From an optimization exercise on the open Yosys and OpenROAD flow, aimed at small area; shortcuts taken in it are not production practice.
The RTL was checked by simulation tests, not by an equivalence proof against the original design.
Power and IR drop assume default switching activity.

### design.v
module tap_fsm (
    input  wire [3:0] state,
    input  wire       c,
    output reg  [3:0] next
);
    localparam TLR    = 4'd0,  RTI    = 4'd1,  SEL_DR = 4'd2,  CAP_DR = 4'd3,
               SH_DR  = 4'd4,  EX1_DR = 4'd5,  PAU_DR = 4'd6,  EX2_DR = 4'd7,
               UPD_DR = 4'd8,  SEL_IR = 4'd9,  CAP_IR = 4'd10, SH_IR  = 4'd11,
               EX1_IR = 4'd12, PAU_IR = 4'd13, EX2_IR = 4'd14, UPD_IR = 4'd15;
    always @(*) begin
        case (state)
            TLR:    next = c ? TLR    : RTI;
            RTI:    next = c ? SEL_DR : RTI;
            SEL_DR: next = c ? SEL_IR : CAP_DR;
            CAP_DR: next = c ? EX1_DR : SH_DR;
            SH_DR:  next = c ? EX1_DR : SH_DR;
            EX1_DR: next = c ? UPD_DR : PAU_DR;
            PAU_DR: next = c ? EX2_DR : PAU_DR;
            EX2_DR: next = c ? UPD_DR : SH_DR;
            UPD_DR: next = c ? SEL_DR : RTI;
            SEL_IR: next = c ? TLR    : CAP_IR;
            CAP_IR: next = c ? EX1_IR : SH_IR;
            SH_IR:  next = c ? EX1_IR : SH_IR;
            EX1_IR: next = c ? UPD_IR : PAU_IR;
            PAU_IR: next = c ? EX2_IR : PAU_IR;
            EX2_IR: next = c ? UPD_IR : SH_IR;
            UPD_IR: next = c ? SEL_DR : RTI;
            default: next = RTI;
        endcase
    end
endmodule
module ir_decode #(
    parameter W = 128
) (
    input  wire [W-1:0] value,
    output reg  [3:0]   code
);
    always @(*) begin
        case (value)
            'h83:    code = 4'd0;    
            'h84:    code = 4'd1;    
            'h85:    code = 4'd2;    
            'h41:    code = 4'd3;    
            'h43:    code = 4'd4;    
            'hFF:    code = 4'd5;    
            'h13:    code = 4'd6;    
            'h14:    code = 4'd7;    
            'h15:    code = 4'd8;    
            'h44:    code = 4'd9;    
            'h46:    code = 4'd10;   
            'h22:    code = 4'd11;   
            'h24:    code = 4'd12;   
            'h61:    code = 4'd13;   
            default: code = 4'd14;   
        endcase
    end
endmodule
module shift_field #(
    parameter W          = 128,
    parameter LW         = 8,
    parameter TT_PREPEND = 0
) (
    input  wire         clk,
    input  wire         rst,
    input  wire         clear,
    input  wire         shift,
    input  wire         t,
    input  wire         h,
    output reg  [W-1:0] tt,
    output reg  [W-1:0] th,
    output reg  [LW-1:0] len
);
    wire [W-1:0] t_at_len = {{(W-1){1'b0}}, t} << len;
    wire [W-1:0] h_at_len = {{(W-1){1'b0}}, h} << len;
    always @(posedge clk) begin
        if (rst) begin
            tt  <= {W{1'b0}};
            th  <= {W{1'b0}};
            len <= {LW{1'b0}};
        end else if (clear) begin
            tt  <= {W{1'b0}};
            th  <= {W{1'b0}};
            len <= {LW{1'b0}};
        end else if (shift) begin
            if (TT_PREPEND) begin
                tt <= tt | t_at_len;
                th <= {th[W-2:0], h};
            end else begin
                tt <= {tt[W-2:0], t};
                th <= th | h_at_len;
            end
            len <= len + 1'b1;
        end
    end
endmodule
module tap_core (
    input  wire         clk,
    input  wire         rst,
    input  wire         frame,
    input  wire         c,
    input  wire         t,
    input  wire         h,
    output wire         ev_valid,
    output wire         ev_kind,
    output wire [127:0] ev_to_target,
    output wire [127:0] ev_to_host,
    output wire [3:0]   ev_instr,
    output wire [1:0]   fault
);
    localparam BUF_MAX = 128;
    localparam LW      = 8;        
    localparam RTI    = 4'd1,  CAP_DR = 4'd3,  SH_DR  = 4'd4,  UPD_DR = 4'd8,
               CAP_IR = 4'd10, SH_IR  = 4'd11, UPD_IR = 4'd15;
    localparam F_NONE = 2'd0, F_CAPACITY = 2'd2;
    reg  [3:0] tap;
    reg  [1:0] fault_q;
    wire [3:0] tap_next;
    wire [BUF_MAX-1:0] dr_tt, dr_th, ir_tt, ir_th;
    wire [LW-1:0]      dr_len, ir_len;
    wire step = frame && (fault_q == F_NONE);
    wire dr_full = (dr_len == BUF_MAX);
    wire ir_full = (ir_len == BUF_MAX);
    wire overflow = step && ((tap == SH_DR && dr_full) || (tap == SH_IR && ir_full));
    wire commit = step && !overflow;
    tap_fsm u_fsm (
        .state (tap),
        .c     (c),
        .next  (tap_next)
    );
    always @(posedge clk) begin
        if (rst) begin
            tap     <= RTI;
            fault_q <= F_NONE;
        end else if (overflow) begin
            fault_q <= F_CAPACITY;
        end else if (commit) begin
            tap     <= tap_next;
        end
    end
    shift_field #(.W(BUF_MAX), .LW(LW), .TT_PREPEND(0)) u_dr (
        .clk   (clk),
        .rst   (rst),
        .clear (commit && tap == CAP_DR),
        .shift (commit && tap == SH_DR),
        .t     (t),
        .h     (h),
        .tt    (dr_tt),
        .th    (dr_th),
        .len   (dr_len)
    );
    shift_field #(.W(BUF_MAX), .LW(LW), .TT_PREPEND(1)) u_ir (
        .clk   (clk),
        .rst   (rst),
        .clear (commit && tap == CAP_IR),
        .shift (commit && tap == SH_IR),
        .t     (t),
        .h     (h),
        .tt    (ir_tt),
        .th    (ir_th),
        .len   (ir_len)
    );
    wire [3:0] ir_code;
    ir_decode #(.W(BUF_MAX)) u_dec (
        .value (ir_tt),
        .code  (ir_code)
    );
    assign ev_valid     = step && (tap == UPD_DR || tap == UPD_IR);
    assign ev_kind      = (tap == UPD_IR);
    assign ev_to_target = ev_kind ? ir_tt : dr_tt;
    assign ev_to_host   = ev_kind ? ir_th : dr_th;
    assign ev_instr     = ev_kind ? ir_code : 4'd0;
    assign fault        = fault_q;
endmodule
### run.sh
#!/bin/bash
# synth_recipe.tcl (not shown) runs the flow's synth.tcl, then flattens the netlist and writes it again
# the make line also repeats each setting of config.mk as NAME=value (left out here)
make -C /OpenROAD-flow-scripts/flow DESIGN_CONFIG=/design/flow/config.mk WORK_HOME=/design/flow/orfs CLKGATE_MAP_FILE= SYNTH_SCRIPT=/design/flow/synth_recipe.tcl finish
### config.mk
export PLATFORM = sky130hd
export DESIGN_NAME = tap_core
export DESIGN_NICKNAME = tap_core
export VERILOG_FILES = /design/flow/design.v
export SDC_FILE = /design/flow/constraint.sdc
export NUM_CORES = 4
export LEC_CHECK = 0
export CAP_MARGIN = 20
export CORE_MARGIN = 2
export CORE_UTILIZATION = 40
export SLEW_MARGIN = 20
### constraint.sdc
create_clock -name core_clock -period 10.0 [get_ports {clk}]
set_input_delay 2.0000 -clock core_clock [delete_from_list [all_inputs] [get_ports {clk}]]
set_output_delay 2.0000 -clock core_clock [all_outputs]
set_load 0.01 [all_outputs]
==> results by group <==
Run status
  • Run status: complete, no violations

Logic synthesis
  • Synth unique cells: 51
  • Most used flip-flop cell after synthesis: dfxtp_1
  • Synth async-reset ratio: 0%
  • Number of flops mapped to enable cells by yosys: 0
  • Syn_area_per_cell: 7.01 µm²
  • Synthesized netlist cell count: 3115
  • Portion of the post-synthesis area used by sequential elements: 48.9%
  • Yosys warnings: 5
  • Post-Syn Nets: 3125
  • Largest area contributor in the netlist: dfxtp_1
  • Register bit count reported by yosys: 533
  • Post-synth design cell area: 21800 µm²
  • Post-synth top area share: 48.9%
  • Dominant cells by area after synthesis: dfxtp_1 49%, nand2_1 22%, a21oi_1 12%, nor2_1 5.6%, buf_2 2.1%

Clock tree
  • Resize count post-CTS: 0
  • Num Clock Sinks: 533
  • Clock latency of the later-clocked register in the worst-skew pair: 0.61 ns
  • Clock tree from TritonCTS: yes
  • CTS hold repair buffers: 0
  • Clock-pin slew reported for the worst setup and hold paths after clock tree synthesis: 0.06 ns
  • Number of buffers inserted during clock tree synthesis: 57
  • Max Root-Sink Buffers: 3
  • Root buffer selected by CTS: clkbuf_16
  • H-Tree Level Count: 2
  • Post-CTS setup buffer count: 0

Min path
  • Hold_sp: u_dr.tt[101]
  • End point of the worst hold path: u_dr.tt[102]
  • Worst Hold Depth: 2
  • Worst hold path class: flop to flop

Floorplan
  • CORE AREA: 53900 µm²
  • Die X: 238 µm
  • Initial core utilization: 40.5%
  • Die Outline Area: 56500 µm²
  • Die height: 238 µm
  • Row cnt: 85
  • Ports: 270

Power
  • Sw Share: 21.3%
  • Register share of total power: 48.5%
  • Worst supply voltage drop on vdd: 0.147 mV
  • Power share of the combinational group: 1.5%
  • Relative contribution of the clock network to total power: 50.0%
  • Static power due to leakage: 10.2 nW
  • Int Power: 3.45 mW
  • Final total power: 4.39 mW
  • Switching pwr: 0.935 mW
  • Cell area power density: 164 nW/µm²

Setup path
  • Flop2flop setup slack: 5.90 ns
  • Slowest cell delay on critical path: 0.96 ns
  • Highest net fanout along the worst path: 124
  • Worst reg2reg path depth: 7
  • Required time of the critical path: 8.00 ns
  • Worst path bufs/invs: 4
  • CP Capture Type: output port
  • Endpoint of the worst-slack reg-to-reg timing path: u_dr.tt[10]
  • Worst setup startpoint: tap[3]
  • Startpoint class of the critical path: flop
  • Kind of cell with the highest combined delay on the critical path: buffers and inverters
  • Kind of critical path: flop to output port
  • Arrival time of the worst setup path: 5.30 ns
  • Top cell by count, worst path: nand2_1
  • Critical path's slowest cell: inv_6
  • Reg2reg start: tap[3]
  • Cell Chain, Critical Path: inv_1 > nor2_1 > nand3_4 > inv_6 > buf_4 > nand2_1 > nand2_1 > clkdlybuf4s50_1

Timing
  • Hold slack: 0.456 ns
  • Maximum achievable frequency: 137 MHz
  • Number of pins exceeding their max-slew limit in the final report: 0
  • Fin Setup TNS: 0 ns
  • Setup violators final: 0
  • Final worst-path cycle share: 73.0%
  • Final hold violations: 0
  • Minimum clock period after layout: 7.30 ns
  • Setup repair after global routing missed its margin: false
  • Layout Skew: 0.0271 ns
  • Worst relative slew slack: 18.4%
  • Slew of the pin with the lowest slew margin: 1.22 ns

Cells and area
  • Post-route core utilization: 49.5%
  • Fill count: 5333
  • Area added between synthesis and finish: 22.3%
  • Number of nets in the finished design: 3264
  • Multi-input gate area in the final layout: 10200 µm²
  • Cell area after layout: 26700 µm²
  • Ratio of cells with drive above 1 in the final layout: 4.55%
  • Sequential cell area: 10700 µm²

Drt
  • Routed wire length per instance: 17.5 µm
  • Total number of vias: 20900
  • Mean number of vias per cell: 5.24
  • Final antenna-violating net count: 0
  • Total Wirelength: 69.8 mm
  • TritonRoute pass-1 iters: 6
  • Number of DRC violations after detailed routing: 0
  • Iter 0 DRT Violations: 2005

Global routing
  • Number of global-route vias before repair: 19300
  • Pin count of the biggest net entering global routing: 226
  • Wire length of the first global-routing pass: 109 mm
  • Total congestion overflow after global routing: 0
  • Overall global routing resource usage: 24.1%
  • Number of antenna violations at the first check in global routing: 1

Placement
  • Estimated wirelength of the detail-placed design: 46.6 mm
  • Final Wtd Congestion: 0.848
  • Cell area after placement: 24700 µm²
  • Count of buffers from port buffering: 268

Flow run
  • Reported max-cap violation count: 0
area by class of cell:
class | count | share of cell area, %
flip-flops and latches | 533 | 40.0
multi-input cells | 2355 | 38.2
inverters | 13 | 0.201
well taps | 696 | 3.26
clock inverters | 21 | 0.923
repair buffers | 294 | 10.9
diodes | 1 | 0.00937
clock buffers | 84 | 6.47
synthesized netlist by cell type (11+ instances only):
| master | number |
|---|---|
| nand3_1 | 22 |
| buf_4 | 16 |
| nor3_1 | 29 |
| nor2_1 | 323 |
| nor4_1 | 37 |
| o21ai_0 | 12 |
| buf_2 | 90 |
| nand4_1 | 11 |
| nand2_1 | 1300 |
| a21oi_1 | 522 |
| dfxtp_1 | 533 |
| inv_1 | 12 |
| clkbuf_1 | 105 |
| nand2b_1 | 12 |
state kept, by name (all words and copies together), names as in the netlist:
register	cells
tap	4
u_ir.tt	128
fault_q	1
u_dr.th	128
u_dr.tt	128
u_ir.len	8
u_ir.th	128
u_dr.len	8
cells in the final DEF (no fill, tap or decap), types with 3 or more instances in the layout:
master / Yosys / routed
nand2_1: 1300 / 1299
dfxtp_1: 533 / 533
a21oi_1: 522 / 522
nor2_1: 323 / 316
clkdlybuf4s50_1: 0 / 268
clkbuf_16: 0 / 57
nor4_1: 37 / 36
nor3_1: 29 / 27
buf_4: 16 / 22
nand3_1: 22 / 21
clkbuf_8: 0 / 20
inv_1: 12 / 12
nand2b_1: 12 / 12
o21ai_0: 12 / 12
nand4_1: 11 / 11
clkinv_2: 0 / 11
xor2_1: 9 / 9
and3_1: 8 / 8
xnor2_1: 7 / 7
clkbuf_1: 105 / 7
nand3b_1: 6 / 6
nor2_2: 0 / 6
or4_1: 5 / 5
bufinv_16: 0 / 5
inv_6: 0 / 4
nor3b_1: 4 / 4
o211ai_1: 4 / 4
ha_1: 4 / 4
nor2b_1: 3 / 3
o22ai_1: 3 / 3
or2_2: 3 / 3
buf_12: 0 / 3
worst max path at each step:
stage / to / cells after the start / slack (ns)
floorplan: ev_valid / 2 / 5.61
global placement: ev_to_target[45] / 8 / 3.53
detailed placement: ev_to_target[48] / 8 / 3.42
CTS: ev_to_target[48] / 8 / 2.75
global route: ev_to_target[48] / 8 / 2.32
finish: ev_to_target[45] / 8 / 2.70
cells by family after synthesis:
logic type,count (synthesis),synth area share (%)
simple gates,1777,32.4
mux,2,0.103
other cells,1,0.0172
fa+ha+maj,4,0.229
buf+inv,227,4.69
compound gates,555,13.0
flops,533,48.9
xor+xnor,16,0.642
power by group through the flow:
| stage | Sequential [mW] | Clock (mW) | Combinational, mW |
|---|---|---|---|
| after floorplan | 2.17 | 0 | 0.0525 |
| after global placement | 2.17 | 0 | 0.0639 |
| after detailed placement | 2.17 | 0 | 0.0650 |
| after CTS | 2.13 | 2.23 | 0.0650 |
| after global routing | 2.13 | 2.32 | 0.0708 |
| final | 2.13 | 2.20 | 0.0655 |
per-stage QoR:
step | std cells | setup slack [ns]
after floorplan | 3115 | 5.61
after global placement | 3890 | 3.53
after detailed placement | 3891 | 3.42
after CTS | 3996 | 2.75
after global routing | 3997 | 2.32
final | 3997 | 2.70
metal layers:
layer,vias up,wire length (µm),track usage (%)
met1,9755,30200,32.2
met2,770,33100,40.1
met5,-,0,0
met3,113,4290,2.93
li1,10300,-,-
met4,0,2150,8.52
tightest hold or removal path: stages (launching register included):
cell and delay, ns:
dfxtp_1 0.32, nand2_1 0.06, a21oi_1 0.05

## port drivers added, routing unchanged
Ports are ideal in the flow. The routed layout listed here was re-timed in OpenROAD.
Step 1 sets driving cells, clkbuf_16 on the clock port and buf_2 on the other inputs (assumed; they add their load-dependent delay and slew).
Step 2 times the ports against the registers' clock, not the clock port: input delays grow and output delays shrink by t, the midpoint of the rising clock arrivals with the driver on.
Three values: ideal ports, drivers, drivers and shift; two values: the first two.
shift t [ns]: 0.657
setup slack, ns: 2.702 / 2.644 / 3.301
clock arrival spread, ns: 0.032 / 0.032
worst register clock-pin slew, ns: 0.06 / 0.06
worst slew at a driven data input, ns: 0.08
After both steps this run still meets setup and hold. For this run, drivers alone change the setup slack by -0.058 ns; drivers and shift together by +0.599 ns.
